Source: an optimization exercise on an open RTL-to-GDS flow (aim: small area, a short achievable clock period and few clock cycles). Production flows keep margins and buffers that such runs may drop.
The RTL of this run was laid out without a check of its function.
No activity file was given, so power comes from the tool's default toggle rates.

==> design.v <==
module i2b_lutgen (
    input  wire        clk,
    input  wire        rst,         
    input  wire        start,       
    input  wire [15:0] amount,      
    output reg         busy,
    output reg         out_valid,
    output reg  [7:0]  out_idx,
    output reg  [7:0]  out_val
);
    reg         idle, s1, s2, s3, div, fix, fix2, k0, wa, wb;
    reg         dl;        
    reg         stp;       
    reg         dvs;       
    reg         dvf;       
    reg         s23;       
    reg  [2:0]  cnt;       
    reg  [24:0] R;         
    reg  [7:0]  F;         
    reg  [23:0] Z;         
    reg  [23:0] Y;         
    reg  [7:0]  qk;        
    reg         sat;       
    reg         big;       
    reg         dsg;       
    wire        go   = idle & start & ~busy;
    wire        neg  = R[24];
    wire        step = stp;
    wire        sy   = s1 | (stp & neg);
    wire        sz   = s23 | fix2 | (dvs & ~neg);
    wire        snz  = dvf & neg;                          
    wire [24:0] X    = div ? {R[23:0], F[6]} : R;
    wire [25:0] OP   = ({26{sy}}  & {2'b00, Y})
                     | ({26{sz}}  & {2'b11, Z})
                     | ({26{snz}} & {2'b00, ~Z});
    wire [25:0] sum  = {X[24], X} + OP + {25'd0, snz | (s2 & ~dsg)};
    wire [7:0]  Q    = fix ? {{7{~dsg}}, 1'b1} : qk;
    wire [8:0]  Fs   = {F[7], F} + {Q[7], Q} + {8'd0, step & ~neg};
    wire        ovf  = ~Fs[8] & Fs[7];
    wire signed [15:0] a = R[15:0];
    wire        big_n = (a >= 16'sd255) && (a <= 16'sd263);
    wire [16:0] g     = sum[16:0] ^ {17{dsg}};
    wire [7:0]  idx_n = ~out_idx + {7'd0, wb};
    wire        pos   = wb ^ dsg;
    wire        S     = sat | big;
    wire        nz    = (R != {1'b1, Z});
    wire [7:0]  vpos  = {~F[7], F[6:0]};
    wire [7:0]  vneg  = (~F + {7'd0, ~nz}) ^ 8'h80;
    wire [7:0]  val   = pos ? (S ? 8'd255 : vpos) : (S ? 8'd0 : vneg);
    wire        last  = wa & (out_idx == 8'd255);      
    always @(posedge clk) begin
        if (rst) begin
            idle <= 1'b1;
            s1 <= 1'b0; s2 <= 1'b0; s3 <= 1'b0; div <= 1'b0; fix <= 1'b0;
            k0 <= 1'b0; wa <= 1'b0; wb <= 1'b0;
            busy <= 1'b0; out_valid <= 1'b0;
        end else begin
            idle      <= (idle & ~go) | last;
            s1        <= go;
            s2        <= s1;
            s3        <= s2;
            div       <= s3 | (div & ~dl);
            fix       <= dl;
            fix2      <= fix;
            k0        <= fix2;
            wa        <= k0 | wb;
            wb        <= wa & ~last;
            busy      <= go | (~idle & ~last) | last;
            out_valid <= k0 | wa | wb;
        end
        stp <= ~rst & (fix2 | (wa & ~last));
        dvs <= ~rst & (s3 | (div & ~dl) | fix2 | (wa & ~last));
        dvf <= ~rst & (s3 | div);
        s23 <= ~rst & (s1 | s2);
    end
    always @(posedge clk) begin
        cnt     <= div ? cnt + 3'd1 : 3'd0;
        dl      <= div & (cnt == 3'd5);
        out_idx <= (wa | wb) ? idx_n : 8'd128;
        out_val <= (wa | wb) ? val : 8'd128;
        R       <= idle ? {{9{amount[15]}}, amount}
                 : s2   ? {g, 8'h01}
                 : s3   ? {13'd0, Y[16:5]}                   
                 : sum[24:0];
        if (s3)        F <= {1'b0, Y[4:0], 2'b10};          
        else if (div)  F <= {1'b0, F[5:0], ~sum[24]};
        else if (fix2) F <= 8'd0;
        else if (step) F <= Fs[7:0];
        if (fix2)      sat <= 1'b0;
        else if (step) sat <= sat | ovf;
        if (fix)       qk  <= Fs[7:0];
        if (idle) begin
            Y   <= 24'd33022;
            Z   <= 24'hff7dfe;            
            dsg <= ($signed(amount) > 16'sd259);
        end
        if (s1) begin
            Y   <= sum[23:0];             
            big <= big_n;
        end
        if (s2) Z <= {{7{~g[16]}}, ~g};
        if (s3) Z <= sum[23:0];           
        if (fix2) begin
            Y <= R[23:0];                 
            Z <= sum[23:0];               
        end
    end
endmodule
==> flow/run.sh <==
#!/bin/bash
set -o pipefail
export SETUP_SLACK_MARGIN=7
bash standard.sh > standard.log 2>&1
==> standard.sh <==
#!/bin/bash
# synth_recipe.tcl (not shown) runs the flow's synth.tcl, then flattens the netlist and writes it again
# the make line also repeats each setting of config.mk as NAME=value (left out here)
make -C /OpenROAD-flow-scripts/flow DESIGN_CONFIG=/design/flow/config.mk WORK_HOME=/design/flow/orfs CLKGATE_MAP_FILE= SYNTH_SCRIPT=/design/flow/synth_recipe.tcl "${@:-finish}"
==> config.mk <==
export PLATFORM = sky130hd
export DESIGN_NAME = i2b_lutgen
export DESIGN_NICKNAME = i2b_lutgen
export VERILOG_FILES = /design/flow/design.v
export SDC_FILE = /design/flow/constraint.sdc
export NUM_CORES = 4
export LEC_CHECK = 0
export CAP_MARGIN = 20
export CORE_MARGIN = 2
export CORE_UTILIZATION = 55
export PLACE_DENSITY = 0.75
export SLEW_MARGIN = 20
==> constraint.sdc <==
create_clock -name core_clock -period 10.0 [get_ports {clk}]
set_input_delay 2.0000 -clock core_clock [delete_from_list [all_inputs] [get_ports {clk}]]
set_output_delay 2.0000 -clock core_clock [all_outputs]
set_load 0.01 [all_outputs]
==> impl_metrics.py <==
metrics = {
    "status": {
        "status": "complete, no violations",
    },
    "clock_network": {
        "htreeDepth": 4,
        "numClockSinks": 128,
        "root_buffer": "clkbuf_16",
        "cts-buffers-inserted": 17,
        "hold_buffers": 0,
        "clkTransAtPathRegs_ns": 0.06,
        "cts_tree": "built",
        "clk_latency_ns": 0.44,
        "clock_path_buffers": 2,
    },
    "global_route": {
        "grt_pass1_wl_um": 43200,
        "antenna_found_initial": 1,
        "grt_util_all_layers": 0.353,
        "grt_max_degree": 38,
        "grt_pass1_vias": 7870,
        "gr-total-overflow": 0,
    },
    "setup_path": {
        "crit_family": "compound AO/OA/AOI/OAI gates",
        "path_cells": "buf_12 > nor2_4 > o21ai_4 > a221oi_4 > fa_2 > inv_2 > fa_2 > a211oi_2 > o21ai_2 > nand3_2 > a21boi_1 > nand3b_4 > xor2_2 > and3_4 > buf_12 > a21oi_1",
        "cp_data_arrival_time_ns": 4.01,
        "critPathMaxStageDelay_ns": 0.43,
        "crit_buf_inv": 3,
        "slowest_stage": "edfxtp_1",
        "path_max_fanout": 6,
        "end_kind": "flip-flop",
        "required_ns": 10.16,
        "critPathKind": "reg -> reg",
        "startpoint_type": "flip-flop",
    },
    "die": {
        "die_area_um2": 15600,
        "die_h_um": 125,
        "start_util": 0.559,
        "io_pins": 37,
        "num_rows": 44,
        "coreArea_um2": 14400,
        "die_x_um": 125,
    },
    "yosys": {
        "syn_inst": 842,
        "synthesis.area_um2": 8060,
        "synth_cell_types": 73,
        "syn_nets": 901,
        "ys_seq_area_frac": 0.398,
        "async_flop_share": 0,
        "synth_edf_count": 64,
        "ys_ff_latch": 128,
        "synthFlopType": "edfxtp_1",
        "syn_area_per_cell_um2": 9.57,
        "ys_warn_count": 1,
    },
    "timing": {
        "fmax_ghz": 0.260,
        "period_needed_ns": 3.84,
        "slew_headroom": 0.276,
        "rsz0062_at_grt": "yes",
        "finalSetupTns_ns": 0,
        "finalMaxSlewViolations": 0,
        "setup_ws_ns": 6.16,
        "finalHoldViolCount": 0,
        "clock_skew_ns": 0.0152,
        "setup-violations-final": 0,
        "post-route-period-util": 0.384,
        "worst_pin_slew_ns": 1.08,
    },
    "detailed_routing": {
        "drt_iter0_drc": 1432,
        "wire_per_inst_um": 27.3,
        "ant_nets": 0,
        "via_per_inst": 7.20,
        "wirelength_um": 31300,
        "vias": 8260,
        "drc": 0,
        "dr.pass1.iters": 8,
    },
    "placement": {
        "io_buffers": 36,
        "dp_hpwl_um": 16700,
        "gp_congestion": 0.930,
        "dp_slack_ns": 5.86,
    },
    "power": {
        "leakagePower_uw": 0.00425,
        "power.density_nw_per_um2": 352,
        "fin_total_pwr_uw": 3860,
        "irDropWorstVdd_uv": 247,
    },
    "hold_path": {
        "min_path_type": "reg -> reg",
    },
    "cells_and_area": {
        "drive_gt1_frac": 0.352,
        "final_common_cell": "edfxtp_1",
        "utilization": 0.759,
        "final_cell_mix": "edfxtp_1 (64), buf_4 (59), nor2_1 (57), dfxtp_1 (50), nand2_1 (50)",
        "areaGrowthSynthToFinish_pct": 36.0,
        "nets": 1008,
    },
    "job": {
        "max_cap_viol_count": 0,
    },
}
-- per-stage QoR --
| stage | hold slack (ns) | std cells | area (um2) |
|---|---|---|---|
| floorplan | 0.406 | 842 | 8260 |
| global route | 0.486 | 1146 | 11000 |
| detailed placement | 0.436 | 1030 | 8700 |
| global placement | 0.419 | 1030 | 8700 |
| CTS | 0.445 | 1126 | 10400 |
| finish | 0.448 | 1147 | 11000 |
-- cell families (layout without fill, tap and decap cells) --
family	after synthesis	after routing	synth area share
xor gates and xnor gates	75	75	0.0825
other	0	1	0
and+or+nand+nor	202	202	0.120
adders and majority gates	40	40	0.0658
AOI/OAI and AO/OA	276	279	0.236
DFF	128	128	0.398
muxes	44	44	0.0612
buffers and inverters	77	194	0.0374
-- power by group --
| part | internal, uW | switching, uW | leakage (uW) |
|---|---|---|---|
| clock | 364 | 251 | 0.000270 |
| sequential | 691 | 149 | 0.00116 |
| combinational | 1120 | 1280 | 0.00282 |
| total | 2180 | 1680 | 0.00425 |
-- Yosys cell counts, types with 4 or more instances --
master / number / area (um2)
dfxtp_1: 64 / 1280
or3_1: 4 / 25.0
a211oi_1: 6 / 45.0
a2bb2oi_1: 6 / 52.6
a22o_1: 19 / 166
nand4_1: 10 / 62.6
nand3_1: 11 / 55.1
mux2i_1: 5 / 50.1
fa_1: 4 / 80.1
nand2b_1: 6 / 37.5
clkbuf_1: 34 / 128
a22oi_1: 34 / 255
ha_1: 36 / 450
buf_1: 4 / 15.0
nor3_1: 12 / 60.1
o21bai_1: 7 / 52.6
nor2_1: 62 / 233
a21o_1: 18 / 135
a21oi_1: 49 / 245
mux2_2: 38 / 428
edfxtp_1: 64 / 1920
nor2b_1: 14 / 87.6
xnor2_1: 34 / 298
xor2_1: 40 / 350
inv_1: 33 / 124
nand2_1: 57 / 214
a221oi_1: 12 / 105
o21ai_0: 73 / 365
nor4_1: 9 / 56.3
a31oi_1: 8 / 50.1
-- sequential cells by signal, indices dropped and copies added, names as in the netlist, 3 cells and up --
signal   flops
out_idx      8
Y           24
Z           24
cnt          3
out_val      8
F            8
R           25
qk           8
-- area by class of cell --
cell class,instances,area [um2]
Antenna cell,1,2.50
Clock buffer,17,425
Clock inverter,15,144
Fill cell,845,3470
Inverter,34,128
Multi-Input combinational cell,640,5580
Sequential cell,128,3230
Tap cell,184,230
Timing Repair Buffer,128,1210
-- layer usage --
metal | global-route usage | wire length [um] | up-vias
met1 | 0.424 | 10900 | 3838
met2 | 0.559 | 14000 | 790
met4 | 0.234 | 2510 | 0
li1 | - | - | 3360
met3 | 0.0933 | 3930 | 272
met5 | 0 | 0 | -
-- path summary, 6_finish.rpt --
kind / from / endpoint / slack [ns] / cells after the start
hold reg to reg: cnt[0] / cnt[0] / 0.45 / 1
hold / removal: cnt[0] / cnt[0] / 0.45 / 1
setup reg to reg: fix2 / Z[22] / 6.16 / 16
setup / recovery: fix2 / Z[22] / 6.16 / 16
-- what timing repair did --
| action | in CTS | in global routing |
|---|---|---|
| pin swaps | 61 | 38 |
| gates cloned | 4 | 1 |
| endpoints found under the setup margin | 100 | 80 |
| resized for setup | 193 | 90 |
| buffers inserted | 60 | 19 |

## separate check: timing with driven ports
No port has a modelled driver above. Below, the same layout with a new extraction and two added sets of constraints.
Step 1 (the two cells are an assumption about what drives the block):
set clk [get_ports {clk}]
set_driving_cell -lib_cell sky130_fd_sc_hd__clkbuf_16 $clk
set_driving_cell -lib_cell sky130_fd_sc_hd__buf_2 [delete_from_list [all_inputs] $clk]
Step 2 also shifts input and output timing later by t, the mid clock arrival at the registers, as if the neighbouring blocks saw the same clock.
a / b / c = no drivers / after step 1 / after step 2; a / b = the first two.
shift t [ns]: 0.484
setup slack, ns: 6.156 / 6.156 / 6.156
hold WS [ns]: 0.448 / 0.448 / 0.448
latest minus earliest clock arrival (ns): 0.015 / 0.015
slew at the worst register clock pin (ns): 0.06 / 0.06
After both steps this run still meets setup and hold. The setup slack of this run moves by 0.000 ns with the drivers and by 0.000 ns with both steps.
